Context: an optimization exercise on an open-source flow, tuned for a short achievable clock period and few clock cycles. The choices shown serve that exercise and are no tape-out recipe.
Only simulation tests tie the RTL to the original design; equivalence was not proved.
Power is estimated from default activity; no workload was simulated.

`run.sh`:
```
#!/bin/bash
# synth_recipe.tcl (not shown) runs the flow's synth.tcl, then flattens the netlist and writes it again
# the make line also repeats each setting of config.mk as NAME=value (left out here)
make -C /OpenROAD-flow-scripts/flow DESIGN_CONFIG=/design/flow/config.mk WORK_HOME=/design/flow/orfs CLKGATE_MAP_FILE= SYNTH_SCRIPT=/design/flow/synth_recipe.tcl finish
```
`config.mk`:
```
export PLATFORM = sky130hd
export DESIGN_NAME = easy8_core
export DESIGN_NICKNAME = easy8_core
export VERILOG_FILES = /design/flow/design.v
export SDC_FILE = /design/flow/constraint.sdc
export NUM_CORES = 4
export LEC_CHECK = 0
export CAP_MARGIN = 20
export CORE_MARGIN = 2
export CORE_UTILIZATION = 40
export SLEW_MARGIN = 20
```
`constraint.sdc`:
```
create_clock -name core_clock -period 10.0 [get_ports {clk}]
set_input_delay 2.0000 -clock core_clock [delete_from_list [all_inputs] [get_ports {clk}]]
set_output_delay 2.0000 -clock core_clock [all_outputs]
set_load 0.01 [all_outputs]
```
`design.v`:
```
module easy8_core (
    input  wire       clk,
    input  wire       rst_n,
    input  wire       cmd_valid,
    input  wire [2:0] cmd_op,
    input  wire [7:0] cmd_addr,
    input  wire [7:0] cmd_data,
    output wire       cmd_ready,
    output reg        rsp_valid,
    output reg  [7:0] rsp_data,
    output reg        out_valid,
    output wire [7:0] out_data,
    output wire       in_req,
    output wire [1:0] status,
    input  wire       tick
);
    localparam [2:0] CMD_READREG = 3'd0,
                     CMD_CLEAR   = 3'd1,
                     CMD_APPEND  = 3'd2,
                     CMD_WRITE   = 3'd3,
                     CMD_READ    = 3'd4,
                     CMD_RUN     = 3'd5,
                     CMD_STOP    = 3'd6,
                     CMD_DELIVER = 3'd7;
    localparam [1:0] ES_STOPPED  = 2'd0,
                     ES_RUNNING  = 2'd1,
                     ES_SLEEPING = 2'd2;
    localparam [7:0] OP_MOVEI = 8'd0,  OP_LOAD  = 8'd1,  OP_STORE = 8'd2,
                     OP_ADDI  = 8'd3,  OP_ADD   = 8'd4,  OP_SUBI  = 8'd5,
                     OP_SUB   = 8'd6,  OP_INC   = 8'd7,  OP_DEC   = 8'd8,
                     OP_CMPI  = 8'd9,  OP_CMP   = 8'd10, OP_JUMP  = 8'd11,
                     OP_JLESS = 8'd12, OP_JGT   = 8'd13, OP_JEQ   = 8'd14,
                     OP_PUSH  = 8'd15, OP_POP   = 8'd16, OP_CALL  = 8'd17,
                     OP_RET   = 8'd18, OP_IN    = 8'd19, OP_OUT   = 8'd20,
                     OP_STOP  = 8'd21, OP_SLEEP = 8'd22, OP_RAND  = 8'd23;
    reg  [7:0]   ra, pc, sp, ret;
    reg  [255:0] pc_oh;                  
    reg  [255:0] sp_oh;                  
    reg          fz, fc, fn;
    reg  [1:0]   es;
    reg          inreq;
    reg          timed;
    reg  [7:0]   wk;                     
    reg  [9:0]   wsub;                   
    reg  [7:0]   outv;
    reg          outv_valid;
    reg  [7:0]   ap;
    reg  [7:0]   lfsr;
    wire [7:0]   mem [0:255];
    reg          ev;                     
    reg  [7:0]   e_opnd;
    reg  [255:0] e_oh;                   
    reg          e_movei, e_load, e_store, e_alu, e_alu_mem, e_alu_one,
                 e_sub, e_wra, e_push, e_pop, e_out, e_rand;
    reg          cv_r;                   
    reg          c2_v;
    reg  [2:0]   c2_op;
    reg  [7:0]   c2_addr, c2_data;
    reg          c2_stopped;             
    reg          c2_inreq;               
    reg          tick_r, sl_r;
    assign cmd_ready = (es != ES_RUNNING) || (cv_r && !ev);
    assign status    = es;
    assign in_req    = inreq;
    assign out_data  = outv;
    wire cmd_fire = cmd_valid && cmd_ready;
    wire [255:0] pc1_oh = {pc_oh[254:0], pc_oh[255]};
    reg  [7:0] f_op, f_b, e_m;
    integer k;
    always @(*) begin
        f_op = 8'd0;
        f_b  = 8'd0;
        e_m  = 8'd0;
        for (k = 0; k < 256; k = k + 1) begin
            f_op = f_op | ({8{pc_oh[k]}}  & mem[k]);
            f_b  = f_b  | ({8{pc1_oh[k]}} & mem[k]);
            e_m  = e_m  | ({8{e_oh[k]}}   & mem[k]);
        end
    end
    wire [7:0] c_m = mem[c2_addr];
    wire [7:0] alu_d  = e_alu_mem ? e_m : (e_alu_one ? 8'd1 : e_opnd);
    wire [8:0] alu_s  = {1'b0, ra} + {1'b0, e_sub ? ~alu_d : alu_d} + {8'd0, e_sub};
    wire       alu_c  = e_sub ? (alu_s[8] && (alu_d != 8'd0)) : alu_s[8];
    wire [7:0] lfsr_next = lfsr[0] ? ((lfsr >> 1) ^ 8'hB8) : (lfsr >> 1);
    wire       sp_top  = sp_oh[255];                     
    wire [7:0] sp1     = sp + 8'd1;
    wire       e_wr    = ev && (e_store || e_push || (e_pop && !sp_top));
    wire [7:0] e_wa    = e_store ? e_opnd : (e_push ? sp : sp1);
    wire [255:0] e_woh = e_store ? e_oh : (e_push ? sp_oh : {sp_oh[254:0], sp_oh[255]});
    wire [7:0] e_wd    = e_pop ? 8'd0 : ra;
    wire       e_flags = ev && e_alu;
    wire [7:0] pc1 = pc + 8'd1;
    wire [7:0] pc2 = pc + 8'd2;
    wire [7:0] rp1 = ret + 8'd1;
    wire f_two   = !(f_op == OP_INC || f_op == OP_DEC || f_op == OP_PUSH || f_op == OP_POP ||
                     f_op == OP_RET || f_op == OP_STOP || f_op == OP_RAND);
    wire f_cond  = (f_op == OP_JLESS) || (f_op == OP_JGT) || (f_op == OP_JEQ);
    wire f_taken = (f_op == OP_JUMP) || (f_op == OP_CALL) ||
                   (f_op == OP_JLESS && fn) || (f_op == OP_JGT && !fn && !fz) ||
                   (f_op == OP_JEQ && fz);
    wire f_ret   = (f_op == OP_RET);
    wire f_hold  = (f_op == OP_STOP) || (f_op > OP_RAND);
    wire f_toe   = (f_op <= OP_CMP) || (f_op == OP_PUSH) || (f_op == OP_POP) ||
                   (f_op == OP_OUT) || (f_op == OP_RAND);
    wire hz_mem  = e_wr && ((e_wa == pc) || (e_wa == pc1));
    wire hz_flag = e_flags && f_cond;
    wire run_p   = c2_v && (c2_op == CMD_RUN);
    wire f_go    = (es == ES_RUNNING) && !run_p && !cv_r && !hz_mem && !hz_flag;
    reg  [255:0] dec_b, dec_rp1;
    always @(*) begin
        dec_b   = 256'd0;
        dec_rp1 = 256'd0;
        dec_b[f_b]   = 1'b1;
        dec_rp1[rp1] = 1'b1;
    end
    wire c2_ld = c2_v && c2_stopped;
    wire c_clear = c2_ld && (c2_op == CMD_CLEAR);
    wire c_app   = c2_ld && (c2_op == CMD_APPEND);
    wire c_wr    = c2_ld && (c2_op == CMD_WRITE);
    wire [7:0] c_wa = c_app ? ap : c2_addr;
    reg  [255:0] c_woh;
    always @(*) begin
        c_woh = 256'd0;
        c_woh[c_wa] = 1'b1;
    end
    genvar g;
    generate
        for (g = 0; g < 256; g = g + 1) begin : mb
            reg [7:0] m;
            always @(posedge clk) begin
                if (c_clear)
                    m <= 8'd0;
                else if ((c_app || c_wr) && c_woh[g])
                    m <= c2_data;
                else if (e_wr && e_woh[g])
                    m <= e_wd;
            end
            assign mem[g] = m;
        end
    endgenerate
    always @(posedge clk) begin
        tick_r <= tick;
        sl_r   <= (es == ES_SLEEPING);
        if (!rst_n) begin
            es         <= ES_STOPPED;
            inreq      <= 1'b0;
            timed      <= 1'b0;
            outv_valid <= 1'b0;
            rsp_valid  <= 1'b0;
            out_valid  <= 1'b0;
            ev         <= 1'b0;
            cv_r       <= 1'b0;
            c2_v       <= 1'b0;
        end else begin
            rsp_valid <= 1'b0;
            out_valid <= 1'b0;
            cv_r      <= cmd_valid && !cmd_ready;
            c2_v <= cmd_fire;
            if (cmd_fire) begin
                c2_op      <= cmd_op;
                c2_addr    <= cmd_addr;
                c2_data    <= cmd_data;
                c2_stopped <= (es == ES_STOPPED);
                c2_inreq   <= inreq;
            end
            if (timed && sl_r && tick_r && wk != 8'd0) begin
                if (wsub == 10'd999) begin
                    wsub <= 10'd0;
                    wk   <= wk - 8'd1;
                end else
                    wsub <= wsub + 10'd1;
            end
            if (es == ES_SLEEPING && timed && wk == 8'd0) begin
                es    <= ES_RUNNING;
                timed <= 1'b0;
            end
            if (ev) begin
                if (e_movei) ra <= e_opnd;
                if (e_load)  ra <= e_m;
                if (e_alu) begin
                    if (e_wra) ra <= alu_s[7:0];
                    fz <= (alu_s[7:0] == 8'd0);
                    fc <= alu_c;
                    fn <= alu_s[7];
                end
                if (e_push) begin
                    sp    <= sp - 8'd1;
                    sp_oh <= {sp_oh[0], sp_oh[255:1]};
                end
                if (e_pop && !sp_top) begin
                    sp    <= sp1;
                    sp_oh <= {sp_oh[254:0], sp_oh[255]};
                end
                if (e_out) begin
                    outv       <= ra;
                    outv_valid <= 1'b1;
                    out_valid  <= 1'b1;
                end
                if (e_rand) begin
                    lfsr <= lfsr_next;
                    ra   <= lfsr_next;
                end
            end
            ev <= 1'b0;
            if (f_go) begin
                if (f_hold) begin
                    es <= ES_STOPPED;                    
                end else begin
                    if (f_taken) begin
                        pc    <= f_b;
                        pc_oh <= dec_b;
                    end else if (f_ret) begin
                        pc    <= rp1;
                        pc_oh <= dec_rp1;
                    end else if (f_two) begin
                        pc    <= pc2;
                        pc_oh <= {pc_oh[253:0], pc_oh[255:254]};
                    end else begin
                        pc    <= pc1;
                        pc_oh <= pc1_oh;
                    end
                    if (f_op == OP_CALL)
                        ret <= pc1;
                    if (f_op == OP_IN && f_b == 8'd0) begin
                        es    <= ES_SLEEPING;
                        inreq <= 1'b1;
                    end
                    if (f_op == OP_SLEEP) begin
                        es    <= ES_SLEEPING;
                        timed <= 1'b1;
                        wk    <= f_b;
                        wsub  <= 10'd0;
                    end
                    ev        <= f_toe;
                    e_opnd    <= f_b;
                    e_oh      <= dec_b;
                    e_movei   <= (f_op == OP_MOVEI);
                    e_load    <= (f_op == OP_LOAD);
                    e_store   <= (f_op == OP_STORE);
                    e_alu     <= (f_op >= OP_ADDI) && (f_op <= OP_CMP);
                    e_alu_mem <= (f_op == OP_ADD) || (f_op == OP_SUB) || (f_op == OP_CMP);
                    e_alu_one <= (f_op == OP_INC) || (f_op == OP_DEC);
                    e_sub     <= (f_op == OP_SUBI) || (f_op == OP_SUB) || (f_op == OP_DEC) ||
                                 (f_op == OP_CMPI) || (f_op == OP_CMP);
                    e_wra     <= (f_op != OP_CMPI) && (f_op != OP_CMP);
                    e_push    <= (f_op == OP_PUSH);
                    e_pop     <= (f_op == OP_POP);
                    e_out     <= (f_op == OP_OUT) && (f_b == 8'd1);
                    e_rand    <= (f_op == OP_RAND);
                end
            end
            if (c2_v) begin
                case (c2_op)
                CMD_READREG: begin
                    rsp_valid <= 1'b1;
                    case (c2_addr[2:0])
                        3'd0: rsp_data <= ra;
                        3'd1: rsp_data <= pc;
                        3'd2: rsp_data <= sp;
                        3'd3: rsp_data <= ret;
                        3'd4: rsp_data <= {5'd0, fn, fc, fz};
                        3'd5: rsp_data <= {4'd0, outv_valid, inreq, es};
                        3'd6: rsp_data <= outv;
                        default: rsp_data <= ap;
                    endcase
                end
                CMD_READ: begin
                    rsp_valid <= 1'b1;
                    rsp_data  <= c_m;
                end
                CMD_CLEAR:  if (c2_stopped) ap <= 8'd0;
                CMD_APPEND: if (c2_stopped) ap <= ap + 8'd1;
                CMD_RUN: begin
                    ra    <= 8'd0;
                    pc    <= 8'd0;
                    pc_oh <= 256'd1;
                    sp    <= 8'd255;
                    sp_oh <= {1'b1, 255'd0};
                    ret   <= 8'd0;
                    fz    <= 1'b0;
                    fc    <= 1'b0;
                    fn    <= 1'b0;
                    lfsr  <= 8'd1;
                end
                CMD_DELIVER: if (c2_inreq) ra <= c2_data;
                default: ;
                endcase
            end
            if (cmd_fire) begin
                case (cmd_op)
                CMD_RUN: begin
                    es    <= ES_RUNNING;
                    inreq <= 1'b0;
                    timed <= 1'b0;
                end
                CMD_STOP: begin
                    es    <= ES_STOPPED;
                    inreq <= 1'b0;
                    timed <= 1'b0;
                end
                CMD_DELIVER: if (inreq) begin
                    es    <= ES_RUNNING;
                    inreq <= 1'b0;
                end
                default: ;
                endcase
            end
        end
    end
endmodule
```
==> reports/metrics.yaml <==
grt_max_degree: 238
ys.warnings.count: 1
grt_use_total_pct: 132
synth_common_cells: "nor2_1, mux2i_1, a211oi_1"
synth.yosys.seq_area_share_pct: 35.0
lastStage: "global routing (5_1_grt)"
yosysTopAreaCellShare_pct: 21.2
syn_nets: 22319
ys_ff_latch: 2954
yosysTopAreaCell: "dfxtp_1"
grt.overflow.total: 130545
error: "[ERROR GRT-0116] Global routing finished with congestion. Check the congestion regions in the DRC Viewer."
cts_buffers: 335
grt_first_pass_wirelength_mm: 4130
gp_congestion: 2.30
clock-sinks: 2954
fp-row-count: 256
cts_hold_buf: 0
syn_avg_cell_area_sq_um: 8.73
postSynthCellCount: 22273
hpwlAfterDp_mm: 2400
ctsLongestPathBuffers: 4
ys.flop_type: "dfxtp_1"
port_buffers: 44
synth_area_sq_mm: 0.194
status: "aborted with a tool error"
dpl_cell_area_sq_mm: 0.222
dpl_worst_slack_ps: 2480
io_pins: 45
post-cts-setup-buffers: 0
async_reset_ff_share_pct: 0
die_x_um: 701
die_y_um: 701
initial_utilization_pct: 40.1
htreeDepth: 5
synth.distinct_cells: 96
synth.most_common_cell: "nor2_1"
synth-edff-count: 894
netlist_top_cells_area: "dfxtp_1, edfxtp_1, mux2i_1"
root_buffer: "clkbuf_16"
grt_pass1_vias: 288946
post_cts_resize_count: 0
stage by stage:
step / utilization (%) / hold slack (ps) / instances
detailed placement: 45.8 / 456 / 29521
floorplan: - / 424 / 22273
CTS: 48.1 / 471 / 30133
global placement: 45.7 / 436 / 29489
layer usage:
layer | track usage, % | overflow
met3 | 110 | 13450
met5 | 99.0 | 1197
met1 | 120 | 28452
met2 | 174 | 76702
met4 | 116 | 10744
cell families after synthesis:
logic type               Yosys count  share of synthesized area [%]
flip-flops                      2954                           35.0
adder cells (fa/ha/maj)           23                          0.152
AO/OA/AOI/OAI                   8437                           32.8
AND/OR/NAND/NOR                 5686                           13.5
buffers and inverters           2605                           5.26
multiplexers                    2471                           12.8
XOR/XNOR                          97                          0.437
worst min path at each step:
stage / end
2_1_floorplan: outv[0]
3_3_place_gp: outv_valid
3_5_place_dp: outv_valid
4_1_cts: outv_valid
power by group through the flow:
stage	logic (mW)	registers [mW]	clock network [mW]
2_1_floorplan	6.32	13.3	0
3_3_place_gp	14.8	13.9	0
3_5_place_dp	14.7	13.9	0
4_1_cts	14.8	13.6	12.8
Testbench counts, summed over its fixed seeds: cycles 44,990.
